Source: an optimization exercise on an open RTL-to-GDS flow (aim: small area, a short achievable clock period and few clock cycles). Production flows keep margins and buffers that such runs may drop. The RTL was checked by simulation tests, not by an equivalence proof against the original design. Power and IR drop assume default switching activity.

===== design/flow/flow/run.sh =====
#!/bin/bash
set -e
export SETUP_SLACK_MARGIN=8
bash standard.sh > standard.log 2>&1

===== design/flow/standard.sh =====
#!/bin/bash
# synth_recipe.tcl (not shown) runs the flow's synth.tcl, then flattens the netlist and writes it again
# the make line also repeats each setting of config.mk as NAME=value (left out here)
make -C /OpenROAD-flow-scripts/flow DESIGN_CONFIG=/design/flow/config.mk WORK_HOME=/design/flow/orfs CLKGATE_MAP_FILE= SYNTH_SCRIPT=/design/flow/synth_recipe.tcl "${@:-finish}"

===== design/flow/config.mk =====
export PLATFORM = sky130hd
export DESIGN_NAME = bitcopy_core
export DESIGN_NICKNAME = bitcopy_core
export VERILOG_FILES = /design/flow/design.v
export SDC_FILE = /design/flow/constraint.sdc
export NUM_CORES = 4
export LEC_CHECK = 0
export CAP_MARGIN = 20
export CORE_MARGIN = 2
export CORE_UTILIZATION = 55
export CTS_CLUSTER_DIAMETER = 100
export CTS_CLUSTER_SIZE = 24
export SLEW_MARGIN = 20
export TNS_END_PERCENT = 0

===== design/flow/constraint.sdc =====
create_clock -name core_clock -period 12.0 [get_ports {clk}]
set_input_delay 2.4000 -clock core_clock [delete_from_list [all_inputs] [get_ports {clk}]]
set_output_delay 2.4000 -clock core_clock [all_outputs]
set_load 0.01 [all_outputs]

===== design/flow/design.v =====
module bitcopy_f16pack (
    input  wire [31:0] f,
    output reg  [15:0] h
);
    wire [7:0]  e = f[30:23];
    wire [11:0] n = {1'b1, f[22:12]};
    wire [3:0]  k = 4'd113 - e[3:0];           
    reg  [14:0] base;
    reg         rb;
    reg  [11:0] sh;
    always @* begin
        sh = n >> k;                             
        if (e > 8'd113) begin
            base = {e[4:0] - 5'd16, f[22:13]};   
            rb   = f[12];
        end else begin
            base = {4'd0, sh[11:1]};
            rb   = sh[0];
        end
        if (e == 8'hFF)
            h = {f[31], (f[22:0] != 23'd0) ? 15'h7E00 : 15'h7C00};
        else if (e >= 8'd143)
            h = {f[31], 15'h7C00};
        else if (e < 8'd101)
            h = {f[31], 15'd0};
        else
            h = {f[31], base + {14'd0, rb}};
    end
endmodule
module bitcopy_f16unpack (
    input  wire [15:0] h,
    output reg  [31:0] f
);
    wire [4:0] e = h[14:10];
    wire [9:0] m = h[9:0];
    reg  [3:0] k;
    reg  [9:0] frac;
    integer i;
    always @* begin
        k = 4'd0;
        for (i = 0; i < 10; i = i + 1)
            if (m[i]) k = i[3:0];
        frac = m << (4'd10 - k);
        if (e == 5'd0 && m == 10'd0)
            f = {h[15], 31'd0};
        else if (e == 5'd0)
            f = {h[15], {4'd0, k} + 8'd103, frac, 13'd0};
        else if (e != 5'd31)
            f = {h[15], {3'd0, e} + 8'd112, m, 13'd0};
        else
            f = {h[15], 8'hFF, m, 13'd0};
    end
endmodule
module bitcopy_core (
    input  wire        clk,
    input  wire        rst,
    input  wire        host_we,
    input  wire [3:0]  host_addr,
    input  wire [63:0] host_wdata,
    output reg         busy,
    output reg         done,
    output reg  [7:0]  status,
    output reg  [63:0] res,
    output wire [31:0] mem_addr,
    output reg         mem_re,
    output reg         mem_we,
    output reg  [7:0]  mem_wdata,
    input  wire [7:0]  mem_rdata
);
    localparam [3:0] R_CMD = 4'd0, R_DBASE = 4'd2, R_DOFF = 4'd3, R_SBASE = 4'd4,
                     R_SOFF = 4'd5, R_CLEN = 4'd6, R_CAP = 4'd7, R_VAL = 4'd8;
    localparam [4:0] OP_COPY = 5'h01, OP_SATLEN = 5'h02, OP_SETBIT = 5'h03,
                     OP_SETU = 5'h04, OP_SETI = 5'h05, OP_SETF16 = 5'h06,
                     OP_SETF32 = 5'h07, OP_SETF64 = 5'h08, OP_GETBIT = 5'h09,
                     OP_GETU8 = 5'h0A, OP_GETU16 = 5'h0B, OP_GETU32 = 5'h0C,
                     OP_GETU64 = 5'h0D, OP_GETF16 = 5'h0E, OP_GETF32 = 5'h0F,
                     OP_GETF64 = 5'h10, OP_F16PACK = 5'h11, OP_F16UNPACK = 5'h12;
    localparam [1:0] ST_SUCCESS = 2'd0, ST_INVALID = 2'd2, ST_TOO_SMALL = 2'd3;
    localparam [2:0] S_IDLE = 3'd0, S_SAT = 3'd1, S_RUN = 3'd2, S_BLOAD = 3'd3,
                     S_BDEC = 3'd4, S_TAIL = 3'd5, S_F16 = 3'd6, S_RUN0 = 3'd7;
    localparam [1:0] T_NONE = 2'd0, T_SRC = 2'd1, T_DH = 2'd2, T_DT = 2'd3;
    reg [31:0] dbase, doff, sbase, soff, clen, cap;
    reg [63:0] val;
    reg [2:0]  state;
    wire [4:0] c_op  = host_wdata[4:0];
    wire [6:0] c_len = host_wdata[14:8];
    reg        c_legal;
    reg  [6:0] c_flen;      
    always @* begin
        c_flen  = 7'd0;
        c_legal = (host_wdata[7:5] == 3'd0) && (host_wdata[31:15] == 17'd0);
        case (c_op)
            OP_COPY, OP_SATLEN, OP_F16PACK, OP_F16UNPACK: c_legal = c_legal && (c_len == 7'd0);
            OP_SETBIT, OP_GETBIT: begin c_legal = c_legal && (c_len == 7'd0); c_flen = 7'd1;  end
            OP_SETF16, OP_GETF16: begin c_legal = c_legal && (c_len == 7'd0); c_flen = 7'd16; end
            OP_SETF32, OP_GETF32: begin c_legal = c_legal && (c_len == 7'd0); c_flen = 7'd32; end
            OP_SETF64, OP_GETF64: begin c_legal = c_legal && (c_len == 7'd0); c_flen = 7'd64; end
            OP_SETU, OP_SETI, OP_GETU64: begin c_legal = c_legal && (c_len <= 7'd64); c_flen = c_len; end
            OP_GETU8:  begin c_legal = c_legal && (c_len <= 7'd8);  c_flen = c_len; end
            OP_GETU16: begin c_legal = c_legal && (c_len <= 7'd16); c_flen = c_len; end
            OP_GETU32: begin c_legal = c_legal && (c_len <= 7'd32); c_flen = c_len; end
            default: c_legal = 1'b0;
        endcase
    end
    reg [6:0] flen;
    reg       flen_z, cnd1;
    reg       is_copy, is_set, is_get, k_setbit, k_setf16, k_getf16;
    wire [35:0] avail_d  = {1'b0, cap, 3'b000} - {4'd0, doff};
    wire        av_neg   = avail_d[35];
    wire [32:0] dc_end   = {1'b0, doff} + {1'b0, clen};
    wire        sat_ok   = ({2'd0, dc_end} <= {cap, 3'b000});
    reg         sat_okq;
    wire [31:0] satlen   = sat_okq ? clen : av_neg ? 32'd0 : avail_d[31:0];
    wire [2:0]  cl_t     = clen[2:0] - 3'd1;
    wire [3:0]  cl_dt    = {1'b0, cl_t} + {1'b0, doff[2:0]};
    wire [1:0]  nd_inc   = {1'b0, (clen[2:0] != 3'd0) || (doff[2:0] != 3'd0)}
                           + {1'b0, (clen[2:0] != 3'd0) && cl_dt[3]};
    wire [2:0]  nd_lo    = {1'b0, clen[4:3]} + {1'b0, nd_inc};
    wire [29:0] nd_copy  = (clen == 32'd0) ? 30'd0 :
                           {{1'b0, clen[31:5]} + {27'd0, nd_lo[2]}, nd_lo[1:0]};
    wire        c_copy   = (c_op == OP_COPY);
    wire        c_set    = (c_op >= OP_SETBIT) && (c_op <= OP_SETF64);
    wire        c_get    = (c_op >= OP_GETBIT) && (c_op <= OP_GETF64);
    wire        c_flen_z = (c_flen == 7'd0);
    wire        c_av_big = !av_neg && (avail_d[34:7] != 28'd0);
    wire [6:0]  c_av_lo  = av_neg ? 7'd0 : avail_d[6:0];
    wire        fast_cp  = c_legal && c_copy && (clen != 32'd0);
    wire        fast_get = c_legal && c_get && !c_flen_z && (c_av_big || (c_av_lo != 7'd0));
    wire        fast_set = c_legal && c_set && !c_flen_z;
    wire        sure_fit = c_av_big || c_av_lo[6];
    reg         av_bigq;
    reg  [6:0]  av_loq;
    wire        fits     = av_bigq || (av_loq >= flen);
    wire [15:0] pack_out;
    wire [31:0] unpack_out;
    bitcopy_f16pack   u_pack   (.f(val[31:0]), .h(pack_out));
    bitcopy_f16unpack u_unpack (.h((state == S_F16) ? res[15:0] : val[15:0]), .f(unpack_out));
    reg [31:0] sp, dp;            
    reg        bwd;               
    reg        src_mem, dst_mem;  
    reg        tail_src;          
    reg [29:0] dleft;             
    reg        last;              
    reg [1:0]  b_r, b_v;          
    reg        e_q, c_q;
    reg [2:0]  sh_q, dm_q, tb_q;
    reg        pf_q, pl_q;        
    reg        first;
    reg [7:0]  w0, w1, w2;        
    reg [7:0]  dold_h, dold_t;
    reg        dvh, dvt, dqh, dqt;
    reg [1:0]  rtag;
    reg [2:0]  vidx, lane;
    reg        tail_pend;         
    wire        in_tail = (state == S_TAIL);
    wire        use_a   = is_get && !fits;
    wire [2:0]  f_sm    = is_get ? doff[2:0] : 3'd0;
    wire [2:0]  f_dm    = is_set ? doff[2:0] : 3'd0;
    wire [2:0]  f_t     = flen[2:0] - 3'd1;
    wire [3:0]  f_dt    = {1'b0, f_t} + {1'b0, f_dm};
    wire [3:0]  f_st    = {1'b0, f_t} + {1'b0, f_sm};
    wire [3:0]  f_nd    = flen_z ? 4'd0 :
                          {1'b0, flen[6:3]} + {3'd0, (flen[2:0] != 3'd0) || (f_dm != 3'd0)}
                          + {3'd0, (flen[2:0] != 3'd0) && f_dt[3]};
    wire        f_e     = (f_sm < f_dm);
    wire        f_c     = f_e ? !f_dt[3] || f_st[3] : f_st[3] && !f_dt[3];
    wire [2:0]  f_tb    = f_dm + flen[2:0];
    wire [2:0]  a_t     = av_loq[2:0] - 3'd1;
    wire [3:0]  a_st    = {1'b0, a_t} + {1'b0, doff[2:0]};
    wire [3:0]  a_nd    = {1'b0, av_loq[6:3]} + {3'd0, av_loq[2:0] != 3'd0};
    wire        a_c     = a_st[3];
    wire [2:0]  k_t     = clen[2:0] - 3'd1;
    wire [3:0]  k_dt    = {1'b0, k_t} + {1'b0, doff[2:0]};
    wire [3:0]  k_st    = {1'b0, k_t} + {1'b0, soff[2:0]};
    wire        k_e     = (soff[2:0] < doff[2:0]);
    wire        k_c     = k_e ? !k_dt[3] || k_st[3] : k_st[3] && !k_dt[3];
    wire [2:0]  p_sm    = in_tail ? 3'd0 : is_copy ? soff[2:0] : f_sm;
    wire [2:0]  p_dm    = in_tail ? 3'd0 : is_copy ? doff[2:0] : f_dm;
    wire        p_nd1   = in_tail ? 1'b1 : is_copy ? cnd1 : use_a ? (a_nd == 4'd1) : (f_nd == 4'd1);
    wire        s_e     = in_tail ? 1'b0 : is_copy ? k_e : f_e;
    wire        s_c     = in_tail ? 1'b0 : is_copy ? k_c : use_a ? a_c : f_c;
    wire [2:0]  s_tb    = in_tail ? clen[2:0] : is_copy ? doff[2:0] + clen[2:0] :
                          use_a ? av_loq[2:0] : f_tb;
    wire [3:0]  nd_fld  = use_a ? a_nd : f_nd;
    wire        pf_c    = !is_get && ((p_dm != 3'd0) || (p_nd1 && (s_tb != 3'd0)));
    wire        pl_c    = !is_get && !p_nd1 && (s_tb != 3'd0);
    wire [29:0] nd_all  = is_copy ? dleft : {26'd0, nd_fld};
    wire [2:0]  c0_nc   = {1'b0, nd_all[1:0]} + {2'd0, s_c};
    wire        c0_iss  = (nd_all[29:2] == 28'd0) && (c0_nc == {1'b0, s_e} + 3'd1);
    wire        c0_rh   = pf_c && !a_rh;
    wire        c0_rt   = !c0_rh && is_set && pl_c;
    wire        c0_rs   = !c0_iss && !is_set && !c0_rh;
    wire        c0_fv   = !c0_iss && is_set;
    wire [28:0] nb      = clen[31:3];
    wire        cin     = in_tail;
    wire [31:0] sa      = sbase + {3'd0, soff[31:3]};
    wire [31:0] da      = dbase + {3'd0, doff[31:3]};
    wire [32:0] sb_s    = {sp, 1'b1} + {3'd0, nb, cin};
    wire [31:0] sb      = sb_s[32:1];
    wire [32:0] db_s    = {dp, 1'b1} + {3'd0, nb, cin};
    wire [31:0] db      = db_s[32:1];
    wire        st_cy   = ({1'b0, doff[2:0]} + {1'b0, flen[2:0]}) > 4'd8;
    wire [4:0]  st_lo   = {1'b0, dp[3:0]} + {1'b0, flen[6:3]} + {4'd0, st_cy};
    wire [27:0] dp_hi1  = dp[31:4] + 28'd1;
    wire [31:0] st      = {st_lo[4] ? dp_hi1 : dp[31:4], st_lo[3:0]};
    reg  a_wr, a_rs, a_rh, a_rt, a_fv, sel_sp;
    reg  fv_q;           
    reg  [7:0] vq;
    wire running   = (state == S_RUN);
    wire need_hi   = e_q || (sh_q != 3'd0);
    wire        n_running = running && !(a_wr && last);
    wire        n_first   = first && !a_wr;
    wire        n_last    = a_wr ? (dleft == 30'd2) : last;
    wire [1:0]  n_b_r     = b_r - {1'b0, a_wr} + {1'b0, a_rs || a_fv};
    wire [1:0]  n_b_v     = b_v - {1'b0, a_wr} + {1'b0, (rtag == T_SRC) || fv_q};
    wire        n_dvh     = dvh || (rtag == T_DH);
    wire        n_dvt     = dvt || (rtag == T_DT);
    wire        n_dqh     = dqh || a_rh;
    wire        n_dqt     = dqt || a_rt;
    wire        le3       = (dleft[29:2] == 28'd0);
    wire        le4       = le3 || (dleft == 30'd4);
    wire [1:0]  n_dl      = dleft[1:0] - {1'b0, a_wr};
    wire [2:0]  n_dlc     = {1'b0, n_dl} + {2'd0, c_q};
    wire        n_iss     = (a_wr ? le4 : le3) && (n_dlc == {1'b0, n_b_r});
    wire d_srcok = n_b_v[1] || ((n_b_v == 2'd1) && (!need_hi || (n_iss && !a_rs && !a_fv)));
    wire d_ndh   = n_first && pf_q;
    wire d_ndt   = n_last && !n_first && pl_q;
    wire d_oldok = (!d_ndh || n_dvh) && (!d_ndt || n_dvt);
    wire d_wr    = n_running && d_srcok && d_oldok;
    wire d_wrm   = d_wr && dst_mem;
    wire d_rh    = n_running && !d_wrm && d_ndh && !n_dqh;
    wire d_rt    = n_running && !d_wrm && !d_rh && pl_q && !n_dqt && (tail_src || d_ndt);
    wire [1:0] d_bre = n_b_r - {1'b0, d_wr};
    wire d_want  = n_running && !n_iss && (d_bre != 2'd3);
    wire d_rs    = d_want && src_mem && !d_wrm && !d_rh && !d_rt;
    wire d_fv    = d_want && !src_mem;
    wire g_wr    = d_wr && !dst_mem;
    reg [7:0] vbyte;
    always @* begin
        if (k_setbit)
            vbyte = {7'd0, (val != 64'd0)};
        else if (k_setf16)
            vbyte = vidx[0] ? pack_out[15:8] : pack_out[7:0];
        else
            vbyte = val[{vidx, 3'b000} +: 8];
    end
    function [7:0] funnel(input [1:0] bv, input [7:0] x0, input [7:0] x1, input [7:0] x2,
                          input [2:0] sh);
        reg [15:0] pr;
        begin
            case (bv)
                2'd3:    pr = {x1, x0};
                2'd2:    pr = {x2, x1};
                default: pr = {x2, x2};
            endcase
            pr = pr >> sh;
            funnel = pr[7:0];
        end
    endfunction
    function [7:0] umask(input fst, input lst, input [2:0] dm, input [2:0] tb);
        begin
            umask = (fst ? (8'hFF << dm) : 8'hFF) &
                    ((lst && tb != 3'd0) ? ~(8'hFF << tb) : 8'hFF);
        end
    endfunction
    wire        cap_s  = (rtag == T_SRC);
    wire        cap_n  = cap_s || fv_q;
    wire [7:0]  n_w2   = cap_s ? mem_rdata : fv_q ? vq : w2;
    wire [7:0]  n_w1   = cap_n ? w2 : w1;
    wire [7:0]  n_w0   = cap_n ? w1 : w0;
    wire [7:0]  n_dh   = (rtag == T_DH) ? mem_rdata : dold_h;
    wire [7:0]  n_dt   = (rtag == T_DT) ? mem_rdata : dold_t;
    wire [7:0]  n_fb   = funnel(n_b_v, n_w0, n_w1, n_w2, sh_q);
    wire [7:0]  n_mask = umask(n_first, n_last, dm_q, tb_q);
    wire [7:0]  n_dold = n_first ? n_dh : n_dt;
    wire [7:0]  n_wb   = (n_dold & ~n_mask) | (n_fb & n_mask);
    assign mem_addr  = sel_sp ? sp : dp;
    always @(posedge clk) begin
        if (host_we && !busy) begin
            case (host_addr)
                R_DBASE: dbase <= host_wdata[31:0];
                R_DOFF:  doff  <= host_wdata[31:0];
                R_SBASE: sbase <= host_wdata[31:0];
                R_SOFF:  soff  <= host_wdata[31:0];
                R_CLEN:  clen  <= host_wdata[31:0];
                R_CAP:   cap   <= host_wdata[31:0];
                R_VAL:   val   <= host_wdata;
                default: ;
            endcase
        end
    end
    wire go_copy_bwd = (soff[2:0] == 3'd0) && (doff[2:0] == 3'd0) && (nb != 29'd0) &&
                       (dp > sp);
    always @(posedge clk) begin
        w0 <= n_w0;
        w1 <= n_w1;
        w2 <= n_w2;
        dold_h <= n_dh;
        dold_t <= n_dt;
        mem_wdata <= n_wb;
        vq <= vbyte;
        if (rst) begin
            state  <= S_IDLE;
            busy   <= 1'b0;
            done   <= 1'b0;
            status <= 8'd0;
            rtag   <= T_NONE;
            fv_q   <= 1'b0;
            a_wr   <= 1'b0;
            a_rs   <= 1'b0;
            a_rh   <= 1'b0;
            a_rt   <= 1'b0;
            a_fv   <= 1'b0;
            mem_re <= 1'b0;
            mem_we <= 1'b0;
            sel_sp <= 1'b0;
        end else begin
            done <= 1'b0;
            rtag <= a_rs ? T_SRC : a_rh ? T_DH : a_rt ? T_DT : T_NONE;
            fv_q <= a_fv;
            a_wr   <= d_wr && dst_mem;
            a_rs   <= d_rs;
            a_rh   <= d_rh;
            a_rt   <= d_rt;
            a_fv   <= d_fv;
            mem_re <= d_rs || d_rh || d_rt;
            mem_we <= d_wrm;
            sel_sp <= (d_rs && !is_get) || (d_rt && tail_src);
            case (state)
                S_IDLE: begin
                    if (host_we && host_addr == R_CMD) begin
                        flen     <= c_flen;
                        flen_z   <= (c_flen == 7'd0);
                        cnd1     <= (clen != 32'd0) && (clen[31:4] == 28'd0) &&
                                    ({1'b0, clen[3:0]} + {2'd0, doff[2:0]} <= 5'd8);
                        is_copy  <= (c_op == OP_COPY);
                        is_set   <= (c_op >= OP_SETBIT) && (c_op <= OP_SETF64);
                        is_get   <= (c_op >= OP_GETBIT) && (c_op <= OP_GETF64);
                        k_setbit <= (c_op == OP_SETBIT);
                        k_setf16 <= (c_op == OP_SETF16);
                        k_getf16 <= (c_op == OP_GETF16);
                        sat_okq  <= sat_ok;
                        if (fast_cp || fast_get || fast_set) begin
                            state  <= S_RUN0;
                            busy   <= 1'b1;
                        end else if (c_legal && c_op == OP_SATLEN) begin
                            state  <= S_SAT;
                            busy   <= 1'b1;
                        end else begin
                            state  <= S_IDLE;
                            busy   <= 1'b0;
                            done   <= 1'b1;
                            status <= !c_legal ? {6'd0, ST_INVALID} :
                                      (c_set && av_neg) ? {6'd0, ST_TOO_SMALL} : {6'd0, ST_SUCCESS};
                            if (c_legal) begin
                                if (c_op == OP_F16PACK)        res <= {48'd0, pack_out};
                                else if (c_op == OP_F16UNPACK) res <= {32'd0, unpack_out};
                                else if (c_get)                res <= 64'd0;
                            end
                        end
                        vidx    <= 3'd0;
                        a_rs    <= fast_cp || fast_get;
                        a_fv    <= fast_set;
                        a_rh    <= fast_set && sure_fit && (doff[2:0] != 3'd0);
                        mem_re  <= fast_cp || fast_get || (fast_set && sure_fit && (doff[2:0] != 3'd0));
                        sel_sp  <= fast_cp;
                        sp      <= sa;
                        dp      <= da;
                        dleft   <= nd_copy;
                        av_bigq <= !av_neg && (avail_d[34:7] != 28'd0);
                        av_loq  <= av_neg ? 7'd0 : avail_d[6:0];
                    end
                end
                S_TAIL, S_RUN0: begin
                    bwd      <= 1'b0;
                    src_mem  <= !is_set;
                    dst_mem  <= !is_get;
                    tail_src <= is_set && !in_tail;
                    if (in_tail) begin
                        sp    <= sb;
                        dp    <= db;
                        dleft <= 30'd1;
                    end else if (state == S_RUN0) begin
                        if (is_get) begin
                            dp    <= dp + 32'd1;
                            dleft <= {26'd0, nd_fld};
                        end else if (is_set) begin
                            sp    <= st;
                            dleft <= {26'd0, nd_fld};
                        end else if (!go_copy_bwd) begin
                            sp    <= sp + 32'd1;
                        end
                    end
                    last    <= p_nd1;
                    e_q     <= s_e;
                    c_q     <= s_c;
                    sh_q    <= p_sm - p_dm;
                    dm_q    <= p_dm;
                    tb_q    <= s_tb;
                    pf_q    <= pf_c;
                    pl_q    <= pl_c;
                    first   <= 1'b1;
                    dvh     <= 1'b0;
                    dvt     <= 1'b0;
                    dqh     <= a_rh;
                    dqt     <= 1'b0;
                    lane    <= 3'd0;
                    tail_pend <= 1'b0;
                    state   <= S_RUN;
                    if (in_tail) begin
                        b_r    <= 2'd0;
                        b_v    <= 2'd0;
                        vidx   <= 3'd0;
                        a_rs   <= 1'b1;
                        mem_re <= 1'b1;
                        sel_sp <= 1'b1;
                    end else begin
                        b_r    <= {1'b0, s_e} + 2'd1;
                        b_v    <= {1'b0, s_e};
                        if (is_set) vidx <= 3'd1;
                        if (is_get && state == S_RUN0) res <= 64'd0;
                        a_wr   <= 1'b0;
                        a_rs   <= c0_rs;
                        a_rh   <= c0_rh;
                        a_rt   <= c0_rt;
                        a_fv   <= c0_fv;
                        mem_re <= c0_rs || c0_rh || c0_rt;
                        mem_we <= 1'b0;
                        sel_sp <= (c0_rs && !is_get) || c0_rt;
                        if (state == S_RUN0 && is_set && !fits) begin
                            a_rs   <= 1'b0;
                            a_rh   <= 1'b0;
                            a_rt   <= 1'b0;
                            a_fv   <= 1'b0;
                            mem_re <= 1'b0;
                            sel_sp <= 1'b0;
                            status <= {6'd0, ST_TOO_SMALL};
                            done   <= 1'b1;
                            busy   <= 1'b0;
                            state  <= S_IDLE;
                        end
                        if (state == S_RUN0 && is_copy && go_copy_bwd) begin
                            a_rs   <= 1'b0;
                            a_rh   <= 1'b0;
                            a_rt   <= 1'b0;
                            a_fv   <= 1'b0;
                            mem_re <= 1'b0;
                            sel_sp <= 1'b0;
                            state  <= S_BLOAD;
                        end
                    end
                end
                S_SAT: begin
                    res    <= {32'd0, satlen};
                    status <= {6'd0, ST_SUCCESS};
                    done   <= 1'b1;
                    busy   <= 1'b0;
                    state  <= S_IDLE;
                end
                S_BLOAD: begin
                    sp        <= sb;
                    dp        <= db;
                    bwd       <= 1'b1;
                    dleft     <= {1'b0, nb};
                    last      <= (nb == 29'd1);
                    c_q       <= 1'b0;
                    tb_q      <= 3'd0;
                    pf_q      <= 1'b0;
                    pl_q      <= 1'b0;
                    tail_pend <= (clen[2:0] != 3'd0);
                    b_r       <= 2'd0;
                    b_v       <= 2'd0;
                    state     <= S_BDEC;
                end
                S_BDEC: begin
                    sp    <= sp - 32'd1;
                    dp    <= dp - 32'd1;
                    state <= S_RUN;
                    a_rs   <= 1'b1;
                    mem_re <= 1'b1;
                    sel_sp <= 1'b1;
                end
                S_RUN: begin
                    if (a_wr || g_wr) begin
                        dleft <= dleft - 30'd1;
                        last  <= (dleft == 30'd2);
                        first <= 1'b0;
                        if (a_wr) dp <= bwd ? dp - 32'd1 : dp + 32'd1;
                        else res[{lane, 3'b000} +: 8] <= n_fb & n_mask;
                        lane  <= lane + 3'd1;
                        if (last) begin
                            if (tail_pend) begin
                                state <= S_TAIL;
                            end else if (k_getf16) begin
                                state <= S_F16;
                            end else begin
                                status <= {6'd0, ST_SUCCESS};
                                done   <= 1'b1;
                                busy   <= 1'b0;
                                state  <= S_IDLE;
                            end
                        end
                    end
                    if (a_rs) begin
                        if (is_get) dp <= dp + 32'd1;
                        else sp <= bwd ? sp - 32'd1 : sp + 32'd1;
                    end
                    if (a_fv) vidx <= vidx + 3'd1;
                    b_r <= n_b_r - {1'b0, g_wr};
                    b_v <= n_b_v - {1'b0, g_wr};
                    dqh <= n_dqh;
                    dqt <= n_dqt;
                    dvh <= n_dvh;
                    dvt <= n_dvt;
                end
                S_F16: begin
                    res    <= {32'd0, unpack_out};
                    status <= {6'd0, ST_SUCCESS};
                    done   <= 1'b1;
                    busy   <= 1'b0;
                    state  <= S_IDLE;
                end
                default: begin
                    state <= S_IDLE;
                    busy  <= 1'b0;
                end
            endcase
        end
    end
endmodule

==> flow_summary.ini, run 1 <==
[outcome]
status = timing/DRC/antenna clean

[synth]
yosysMostFrequentCell = sky130_fd_sc_hd__edfxtp_1
synth.yosys.warnings = 4
dominant_cell_type_by_area_after_synthesis = sky130_fd_sc_hd__edfxtp_1
seq_area_frac_synth_pct = 36.0
netlist.area_leader.share_pct = 32.7
synth_enable_flop_cells = 472
mean_instance_size_in_the_synthesized_netlist_sq_um = 9.02
synthesis.instances = 4809
synth.ff_latch_count = 544
yosys-top-cells-area = sky130_fd_sc_hd__edfxtp_1, sky130_fd_sc_hd__ha_1, sky130_fd_sc_hd__a21oi_1
async_reset_ff_share_pct = 0
synth_area_sq_um = 43400
netlist-cell-type-count = 101
synth_common_cells = sky130_fd_sc_hd__edfxtp_1, sky130_fd_sc_hd__nand2_1, sky130_fd_sc_hd__nor2_1
dominantRegCellSynth = sky130_fd_sc_hd__edfxtp_1

[die]
number_of_top_level_pins = 195
start_util_pct = 55.3
die-height_um = 285
die_area_sq_um = 81200
die-width_um = 285
row_count = 103
coreArea_sq_um = 78500

[layout]
layout.nets = 5382
reg.largest.list = res (64), val (64)
layout_overhead_on_the_synthesized_area_pct = 12.6
filler_cell_count = 6815
seqCellArea_sq_um = 15600
layout-drive-gt1-share_pct = 8.79
multi_input_gate_area_sq_um = 26600

[setup_path]
path_max_fanout = 8
critical_path.slowest_cell = sky130_fd_sc_hd__or4_4
end_kind = flip-flop
crit_path_cell_trace = clkdlybuf4s15_1, buf_6, or4_4, or2_4, o21ai_2, nand3b_1, o211ai_1, nand3_4, a2111oi_4, o41ai_4, a31oi_2, nor3b_4, buf_12, buf_16
worstPathRequired_ps = 12430
worst_path_arrival_ps = 5430
critical-path-top-delay-family = compound AO/OA/AOI/OAI gates
worst-path-buf-inv = 4
worstSetupPathType = input port to flip-flop
critPathLaunchType = input port
critical-path-max-stage-delay_ps = 480

[grt]
vias_in_the_first_global_route = 38345
largest_net_degree_at_the_start_of_global_routing = 65
grt_util_all_layers_pct = 42.1
grt_antenna_before_repair = 16
met3_usage_pct = 14.3
grt_pass1_wl_um = 255000
grt_overflow_total = 0
met1_usage_pct = 56.3
grt.busiest_layer = met2
grtUsageMet2_pct = 61.0

[cts]
ctsHtreeMaxLevel = 1
clock_path_buffers = 3
cts.clk_slew.worst_paths_ps = 100
cts_root_buf = sky130_fd_sc_hd__clkbuf_16
clock_insertion_delay_worst_skew_ps = 680
cts-hold-fix-buffers = 0
clock-sinks = 544
cts_buffers = 31
tritoncts = yes

[timing]
setup-violations-final = 0
maxSlewViolCount = 0
fmax_mhz = 200
relSlewSlack_pct = 23.4
timing.final.crit_share_pct = 41.7
timing.clock.skew_ps = 39.4
timing.final.hold_violations = 0
post_route_setup_tns_ps = 0
grt_setup_unrepaired = yes
max_slew.worst_pin.slew_ps = 1150
fin_hold_ws_ps = 456
final_period_minus_worst_setup_slack_ps = 5000

[placed_design]
final_weighted_congestion_in_routability_driven_placement = 1.05
io_buffer_count = 188
post-dp-hpwl_um = 130000

[routing]
dr.pass1.iters = 8
totalWireLength_um = 177000
drc = 0
wire_per_inst_um = 29.3
avgViaCountPerCell = 6.89
ant_nets = 0
first_iter_violations = 5890
vias = 41701

[pwr]
max-vdd-ir-drop_mv = 0.138
design_power_total_w = 0.00404
power.density_nw_per_um2 = 82.6
static-leakage-power_nw = 18.6

[hold_path]
timing.hold.worst.class = flip-flop to flip-flop

[run]
max_cap_viol_count = 0
[tightest hold or removal path, stage by stage (launching register included)]
cell and delay (ps):
sky130_fd_sc_hd__dfxtp_1 310, sky130_fd_sc_hd__nand2_1 50, sky130_fd_sc_hd__nand2_1 60
[path summary, 6_finish.rpt]
kind	startpoint	to	slack, ps	depth (start not counted)
worst max-delay path	host_wdata[9]	res[48]	7000	14
worst min-delay path	dold_h[7]	dold_h[7]	460	2
worst max register to register	cap[0]	res[48]	7010	14
worst min register to register	dold_h[7]	dold_h[7]	460	2
[logic make-up (layout without fill, tap and decap cells)]
logic type                 count (synthesis)  in the layout  synth area share, %
and+or+nand+nor                         1594           1594                 18.0
AOI/OAI and AO/OA                       1400           1400                 21.2
DFF                                      544            544                 36.0
buffers and inverters                    471            652                 4.15
adders and majority gates                330            330                 9.71
xor gates and xnor gates                 292            292                 5.93
muxes                                    177            177                 5.03
other                                      1             12              0.00864
[per-layer routing]
| layer | vias to the layer above | share of wire [%] |
|---|---|---|
| met5 | - | 0.065 |
| met4 | 16 | 5.8 |
| met3 | 538 | 14 |
| met2 | 2758 | 41 |
| met1 | 19956 | 39 |
| li1 | 18433 | - |
[timing repair]
| item | 4_1_cts | 5_1_grt |
|---|---|---|
| endpoints found under the setup margin | 485 | 526 |
| pin swaps | 15 | 21 |
| buffers inserted | 38 | 20 |
| gates cloned | 7 | 1 |
| gates resized for setup | 90 | 60 |
[stage by stage]
| step | setup slack (ps) | instances | util, % | instance area, sq um |
|---|---|---|---|---|
| final | 7000 | 6051 | 62.3 | 48900 |
| after global routing | 6950 | 6045 | 62.3 | 48900 |
| after CTS | 7120 | 6024 | 61.7 | 48400 |
| after detailed placement | 5290 | 5926 | 59.4 | 46600 |
| after global placement | 5340 | 5926 | 59.4 | 46600 |
| after floorplan | 5900 | 4814 | - | 43400 |
[cells in the final DEF (no fill, tap or decap), drive strengths merged, types with 103 or more instances in the layout]
cell           instances
nor2                 390
nand3                120
xnor2                178
a21o                 103
xor2                 113
clkdlybuf4s50        165
buf                  166
inv                  242
o21ai                310
nand2                450
edfxtp               472
nor3                 123
a21oi                351
ha                   316
[power by group]
| group | switching [W] | internal [W] | total (W) |
|---|---|---|---|
| registers | 0.0000422 | 0.00210 | 0.00214 |
| logic | 0.000379 | 0.000233 | 0.000612 |
| clock network | 0.000714 | 0.000568 | 0.00128 |
| total | 0.00114 | 0.00290 | 0.00404 |
[final cells by class]
type                    instances  area share (%)
clock buffers                  40            1.68
diodes                          6          0.0307
multi-input cells            3799            54.4
clock inverters                13           0.481
well taps                    1050            2.69
repair buffers                355            6.90
inverters                     244            1.88
flip-flops and latches        544            32.0
Testbench counts, summed over its fixed seeds: cycles 40,773.
==> inputs of run 2 (changes only) <==
--- a/design/flow/config.mk
+++ b/design/flow/config.mk
@@ -7,7 +7,7 @@
 export LEC_CHECK = 0
 export CAP_MARGIN = 20
 export CORE_MARGIN = 2
-export CORE_UTILIZATION = 55
+export CORE_UTILIZATION = 40
 export CTS_CLUSTER_DIAMETER = 100
 export CTS_CLUSTER_SIZE = 24
 export SLEW_MARGIN = 20
==> flow_summary.ini, run 2 <==
[timing]
max_slew.worst_pin.slew_ps = 1300
setup-violations-final = 0
fmax_mhz = 203
timing.final.crit_share_pct = 41.1
timing.final.hold_violations = 0
grt_setup_unrepaired = yes
relSlewSlack_pct = 13.4
maxSlewViolCount = 0
final_period_minus_worst_setup_slack_ps = 4930
timing.clock.skew_ps = 37.5
post_route_setup_tns_ps = 0

[synth]
dominant_cell_type_by_area_after_synthesis = sky130_fd_sc_hd__edfxtp_1
synth_enable_flop_cells = 472
dominantRegCellSynth = sky130_fd_sc_hd__edfxtp_1
async_reset_ff_share_pct = 0
synth_area_sq_um = 43400
synthesis.instances = 4809
synth.yosys.warnings = 4
yosysMostFrequentCell = sky130_fd_sc_hd__edfxtp_1
mean_instance_size_in_the_synthesized_netlist_sq_um = 9.02
synth.ff_latch_count = 544
yosys-top-cells-area = sky130_fd_sc_hd__edfxtp_1, sky130_fd_sc_hd__ha_1, sky130_fd_sc_hd__a21oi_1
seq_area_frac_synth_pct = 36.0
netlist.area_leader.share_pct = 32.7
netlist-cell-type-count = 101
synth_common_cells = sky130_fd_sc_hd__edfxtp_1, sky130_fd_sc_hd__nand2_1, sky130_fd_sc_hd__nor2_1

[pwr]
netSwitchingPower_w = 0.00116
sequentialPowerShare_pct = 52.8
max-vdd-ir-drop_mv = 0.124
design_power_total_w = 0.00407
share_clk_of_total_power_pct = 32.8
static-leakage-power_nw = 18.2
power.internal_w = 0.00291
power_frac_comb_pct = 14.4
power.switching_fraction_pct = 28.5
power.density_nw_per_um2 = 83.3

[setup_path]
critPathLaunchType = input port
worst_path_arrival_ps = 5330
worstPathRequired_ps = 12400
path_max_fanout = 16
worstSetupPathType = input port to flip-flop
end_kind = flip-flop

[grt]
grt_util_all_layers_pct = 30.6
largest_net_degree_at_the_start_of_global_routing = 65
grt_antenna_before_repair = 12
vias_in_the_first_global_route = 37366
grt_pass1_wl_um = 255000
grt_overflow_total = 0

[layout]
filler_cell_count = 10277
layout_overhead_on_the_synthesized_area_pct = 12.7
finish.instance_area_sq_um = 48900
layout-drive-gt1-share_pct = 8.27
layout.nets = 5339
layout.cells.most_common_list = sky130_fd_sc_hd__edfxtp_1, sky130_fd_sc_hd__nand2_1, sky130_fd_sc_hd__nor2_1, sky130_fd_sc_hd__a21oi_1, sky130_fd_sc_hd__ha_1
reg.largest.list = res (64), val (64)
layout.cells.most_common = sky130_fd_sc_hd__edfxtp_1

[cts]
clock_insertion_delay_worst_skew_ps = 650
clock_path_buffers = 3
cts_buffers = 34
ctsHtreeMaxLevel = 2
cts_root_buf = sky130_fd_sc_hd__clkbuf_16
tritoncts = yes
cts.clk_slew.worst_paths_ps = 90
clock-sinks = 544

[outcome]
status = timing/DRC/antenna clean

[die]
number_of_top_level_pins = 195
start_util_pct = 40.4
coreArea_sq_um = 107000
row_count = 120
die-height_um = 333
die_area_sq_um = 111000
die-width_um = 333

[placed_design]
io_buffer_count = 188
final_weighted_congestion_in_routability_driven_placement = 1.01
dpl-instance-area_sq_um = 46900
post-dp-hpwl_um = 134000

[routing]
totalWireLength_um = 176000
avgViaCountPerCell = 6.42
drc = 0
vias = 40854
first_iter_violations = 5904
wire_per_inst_um = 27.7
ant_nets = 0
dr.pass1.iters = 6

[hold_path]
timing.hold.worst.class = flip-flop to flip-flop

[run]
max_cap_viol_count = 0
==> run 2: power by group through the flow <==
stage,combinational (W),sequential (W),clock [W]
2_1_floorplan,0.000352,0.00217,0
3_3_place_gp,0.000547,0.00219,0
3_5_place_dp,0.000552,0.00219,0
4_1_cts,0.000567,0.00215,0.00136
5_1_grt,0.000631,0.00215,0.00142
6_report,0.000588,0.00215,0.00134
==> run 2: cells by family (layout without fill, tap and decap cells) <==
| kind of cell | Yosys count | in the layout | synth area share [%] |
|---|---|---|---|
| DFF | 544 | 544 | 36.0 |
| other | 1 | 9 | 0.00864 |
| adders and majority gates | 330 | 330 | 9.71 |
| and+or+nand+nor | 1594 | 1594 | 18.0 |
| buffers and inverters | 471 | 613 | 4.15 |
| AOI/OAI and AO/OA | 1400 | 1400 | 21.2 |
| muxes | 177 | 177 | 5.03 |
| xor gates and xnor gates | 292 | 292 | 5.93 |
==> run 2: final cells by class <==
type	count	area, sq um	area share (%)
Antenna cell	3	7.51	0.0154
Clock buffer	44	910	1.86
Clock inverter	16	209	0.427
Inverter	244	925	1.89
Multi-Input combinational cell	3799	26600	54.4
Sequential cell	544	15600	31.9
Tap cell	1403	1760	3.59
Timing Repair Buffer	309	2860	5.84
==> run 2: final timing paths <==
| check | start | to | slack, ps | cells after the start |
|---|---|---|---|---|
| max | host_wdata[26] | res[24] | 7070 | 13 |
| min reg2reg | dold_h[5] | dold_h[5] | 450 | 2 |
| max reg2reg | cap[0] | res[24] | 7100 | 14 |
| min | dold_h[5] | dold_h[5] | 450 | 2 |
==> run 2: repair_timing <==
action                                  CTS  global route
buffers inserted                         32             6
hold buffers                              0             0
pin swaps                                14            13
cloned                                    1             2
gates resized for setup                 110            58
endpoints found under the setup margin  691           709
==> run 2: layer usage <==
metal / GRT usage, % / wire length, um / share of wire, % / up-vias
li1: - / - / - / 18398
met1: 43.7 / 74100 / 42 / 19743
met2: 43.7 / 73000 / 41 / 2316
met3: 6.81 / 20300 / 11 / 389
met4: 14.4 / 8950 / 5.1 / 8
met5: 0 / 191 / 0.11 / -
==> run 2: worst max-delay path, stage by stage <==
cell                              delay (ps)
sky130_fd_sc_hd__clkdlybuf4s50_1         680
sky130_fd_sc_hd__nor4_1                  310
sky130_fd_sc_hd__nand2_1                 160
sky130_fd_sc_hd__a2111oi_2               370
sky130_fd_sc_hd__nand3_2                  90
sky130_fd_sc_hd__buf_4                   180
sky130_fd_sc_hd__buf_4                   160
sky130_fd_sc_hd__nor3_2                  160
sky130_fd_sc_hd__nor2_1                  110
sky130_fd_sc_hd__a31oi_2                 260
sky130_fd_sc_hd__nor3b_4                  70
sky130_fd_sc_hd__buf_12                  150
sky130_fd_sc_hd__clkbuf_16               190
==> run 2: through the flow <==
stage | utilization [%] | hold slack, ps | setup WS [ps] | instances
after global placement | 43.7 | 428 | 5050 | 6257
after CTS | 45.3 | 455 | 7110 | 6350
after detailed placement | 43.7 | 434 | 4910 | 6257
after floorplan | - | 418 | 5900 | 4814
after global routing | 45.5 | 474 | 7010 | 6359
final | 45.5 | 451 | 7070 | 6362
==> inputs of run 3 (changes only) <==
==> design/flow/flow/run.sh (replaced) <==
#!/bin/bash
set -e
export SETUP_SLACK_MARGIN=8
export BUFFER_PORTS_ARGS="-buffer_cell sky130_fd_sc_hd__buf_2"
bash standard.sh > standard.log 2>&1
==> flow_summary.ini, run 3 <==
[outcome]
status = timing/DRC/antenna clean

[grt]
largest_net_degree_at_the_start_of_global_routing = 65
grt_antenna_before_repair = 9
grt_util_all_layers_pct = 31.0
grt_pass1_wl_um = 256000
grt_overflow_total = 0
vias_in_the_first_global_route = 37045

[timing]
maxSlewViolCount = 0
max_slew.worst_pin.slew_ps = 1310
final_period_minus_worst_setup_slack_ps = 4940
timing.clock.skew_ps = 52.4
relSlewSlack_pct = 12.5
grt_setup_unrepaired = yes
timing.final.crit_share_pct = 41.2
timing.final.hold_violations = 0
setup-violations-final = 0
worst_slack_ps = 7060
post_route_setup_tns_ps = 0
fmax_mhz = 202

[layout]
layout_overhead_on_the_synthesized_area_pct = 11.4
filler_cell_count = 10376
finish.utilization_pct = 45.0
layout.nets = 5363
layout.cells.most_common_list = sky130_fd_sc_hd__edfxtp_1, sky130_fd_sc_hd__nand2_1, sky130_fd_sc_hd__nor2_1, sky130_fd_sc_hd__a21oi_1, sky130_fd_sc_hd__ha_1
fin_cells = 6382
layout.cells.most_common = sky130_fd_sc_hd__edfxtp_1
reg.largest.list = res (64), val (64)
seqCellArea_sq_um = 15600
multi_input_gate_area_sq_um = 26700
layout-drive-gt1-share_pct = 12.5

[setup_path]
path_max_fanout = 4
r2r_cells = 12
critPathLaunchType = flip-flop
regToRegStartpoint = sbase[2]
worst_path_arrival_ps = 5320
worstPathRequired_ps = 12380
end_kind = flip-flop
worstSetupPathType = flip-flop to flip-flop
worstSetupStartpoint = sbase[2]

[pwr]
power.density_nw_per_um2 = 85.7
design_power_total_w = 0.00415
max-vdd-ir-drop_mv = 0.0994
static-leakage-power_nw = 18.4

[cts]
clock_path_buffers = 3
tritoncts = yes
cts_root_buf = sky130_fd_sc_hd__clkbuf_16
cts_buffers = 37
clock_insertion_delay_worst_skew_ps = 650
clock-sinks = 544
ctsHtreeMaxLevel = 2
cts.clk_slew.worst_paths_ps = 100

[synth]
netlist-cell-type-count = 101
netlist.area_leader.share_pct = 32.7
dominant_cell_type_by_area_after_synthesis = sky130_fd_sc_hd__edfxtp_1
synth.ff_latch_count = 544
seq_area_frac_synth_pct = 36.0
synth_common_cells = sky130_fd_sc_hd__edfxtp_1, sky130_fd_sc_hd__nand2_1, sky130_fd_sc_hd__nor2_1
synth_area_sq_um = 43400
synth_enable_flop_cells = 472
synth.yosys.warnings = 4
yosys-top-cells-area = sky130_fd_sc_hd__edfxtp_1, sky130_fd_sc_hd__ha_1, sky130_fd_sc_hd__a21oi_1
mean_instance_size_in_the_synthesized_netlist_sq_um = 9.02
synthesis.instances = 4809
dominantRegCellSynth = sky130_fd_sc_hd__edfxtp_1
async_reset_ff_share_pct = 0
yosysMostFrequentCell = sky130_fd_sc_hd__edfxtp_1

[run]
max_cap_viol_count = 0

[routing]
avgViaCountPerCell = 6.39
vias = 40781
totalWireLength_um = 179000
drc = 0
ant_nets = 0
first_iter_violations = 5633
wire_per_inst_um = 28.0
dr.pass1.iters = 9

[die]
number_of_top_level_pins = 195
row_count = 120
die_area_sq_um = 111000
die-width_um = 333
start_util_pct = 40.4
die-height_um = 333
coreArea_sq_um = 107000

[placed_design]
post-place-cells = 6257
post-dp-hpwl_um = 135000
io_buffer_count = 188
pre_cts_slack_ps = 5580
final_weighted_congestion_in_routability_driven_placement = 1.00

[hold_path]
timing.hold.worst.class = flip-flop to flip-flop
worst_hold_depth = 2
holdCritStartpoint = dold_h[1]
==> run 3: cell counts after synthesis <==
Identical to the previous run, type by type.
==> run 3: worst paths after layout <==
path	endpoint	slack, ps
max reg2reg	sp[29]	7060
min reg2reg	dold_h[1]	450
max	sp[29]	7060
min	dold_h[1]	450
==> run 3: worst max-delay path: stages, from the launching register on <==
cell and delay [ps]:
sky130_fd_sc_hd__edfxtp_1 460, sky130_fd_sc_hd__ha_1 380, sky130_fd_sc_hd__o21ai_0 100, sky130_fd_sc_hd__o21ai_0 810, sky130_fd_sc_hd__o2111ai_1 280, sky130_fd_sc_hd__a31o_2 290, sky130_fd_sc_hd__o22ai_1 850, sky130_fd_sc_hd__a211o_1 370
sky130_fd_sc_hd__a21o_1 250, sky130_fd_sc_hd__o21ai_0 150, sky130_fd_sc_hd__xor2_1 340, sky130_fd_sc_hd__o21ai_0 210, sky130_fd_sc_hd__a21o_1 200
==> run 3: metal layers <==
| layer | up-vias | part of all wire, % | GRT usage, % |
|---|---|---|---|
| met1 | 19750 | 42 | 44.2 |
| li1 | 18425 | - | - |
| met2 | 2302 | 42 | 45.9 |
| met3 | 298 | 11 | 6.77 |
| met5 | - | 0.020 | 0 |
| met4 | 6 | 4.0 | 11.1 |
==> run 3: cells by family (layout without fill, tap and decap cells) <==
family	Yosys count	after routing	share of synthesized area (%)
buffers and inverters	471	635	4.15
multiplexers	177	177	5.03
flip-flops	544	544	36.0
other	1	7	0.00864
adder cells (fa/ha/maj)	330	330	9.71
AND/OR/NAND/NOR	1594	1594	18.0
XOR/XNOR	292	292	5.93
AO/OA/AOI/OAI	1400	1400	21.2
==> run 3: timing repair <==
| action | 4_1_cts | 5_1_grt |
|---|---|---|
| setup buffers | 47 | 10 |
| hold buffers | 0 | 0 |
| setup endpoints to repair | 596 | 622 |
| pin swaps | 17 | 20 |
| gates resized for setup | 79 | 54 |
| cloned | 6 | 0 |
==> run 3: layout make-up <==
cell class,instances,area share (%)
clock inverters,19,0.517
clock buffers,42,1.99
repair buffers,330,4.52
inverters,244,1.91
well taps,1403,3.63
multi-input cells,3799,55.1
diodes,1,0.00517
flip-flops and latches,544,32.3
==> run 3: report_power, final <==
group	leakage [nW]	switching [W]	internal, W
clock network	0.594	0.000766	0.000656
logic	12.9	0.000359	0.000214
registers	4.90	0.0000481	0.00210
==> run 3: through the flow <==
| stage | hold slack, ps | instance area [sq um] |
|---|---|---|
| 2_1_floorplan | 418 | 43400 |
| 5_1_grt | 461 | 48400 |
| 4_1_cts | 456 | 48000 |
| 3_3_place_gp | 427 | 45900 |
| 6_report | 453 | 48400 |
| 3_5_place_dp | 437 | 45900 |

[afterwards: timing with drivers on the ports]
In the flow no input, the clock included, has a driving cell. The finished layouts below were timed again as built, in two steps. Step 1: set_driving_cell puts a clkbuf_16 on clk and a buf_2 on each other input, an assumption about the parent block. Step 2 adds t to the input delays and takes it off the output delays; t is the mean of the earliest and latest rising clock arrival at the registers after step 1. Input paths then give back, and output paths get back, about the clock's delay inside the block. a / b / c = ideal / step 1 / step 2; a / b = the first two.
run | shift t [ns] | setup slack, ns | worst setup path after step 2 | latest minus earliest clock arrival (ns)
run 1 | 0.730 | 7.000 / 7.001 / 6.319 | input to register | 0.041 / 0.041
run 2 | 0.704 | 7.072 / 7.048 / 6.412 | input to register | 0.038 / 0.037
run 3 | 0.700 | 7.057 / 7.057 / 6.406 | input to register | 0.054 / 0.053
After both steps setup and hold are still met in every run listed. The setup slack of run 1, which loses most, moves by +0.001 ns with the drivers and by -0.681 ns with both steps.
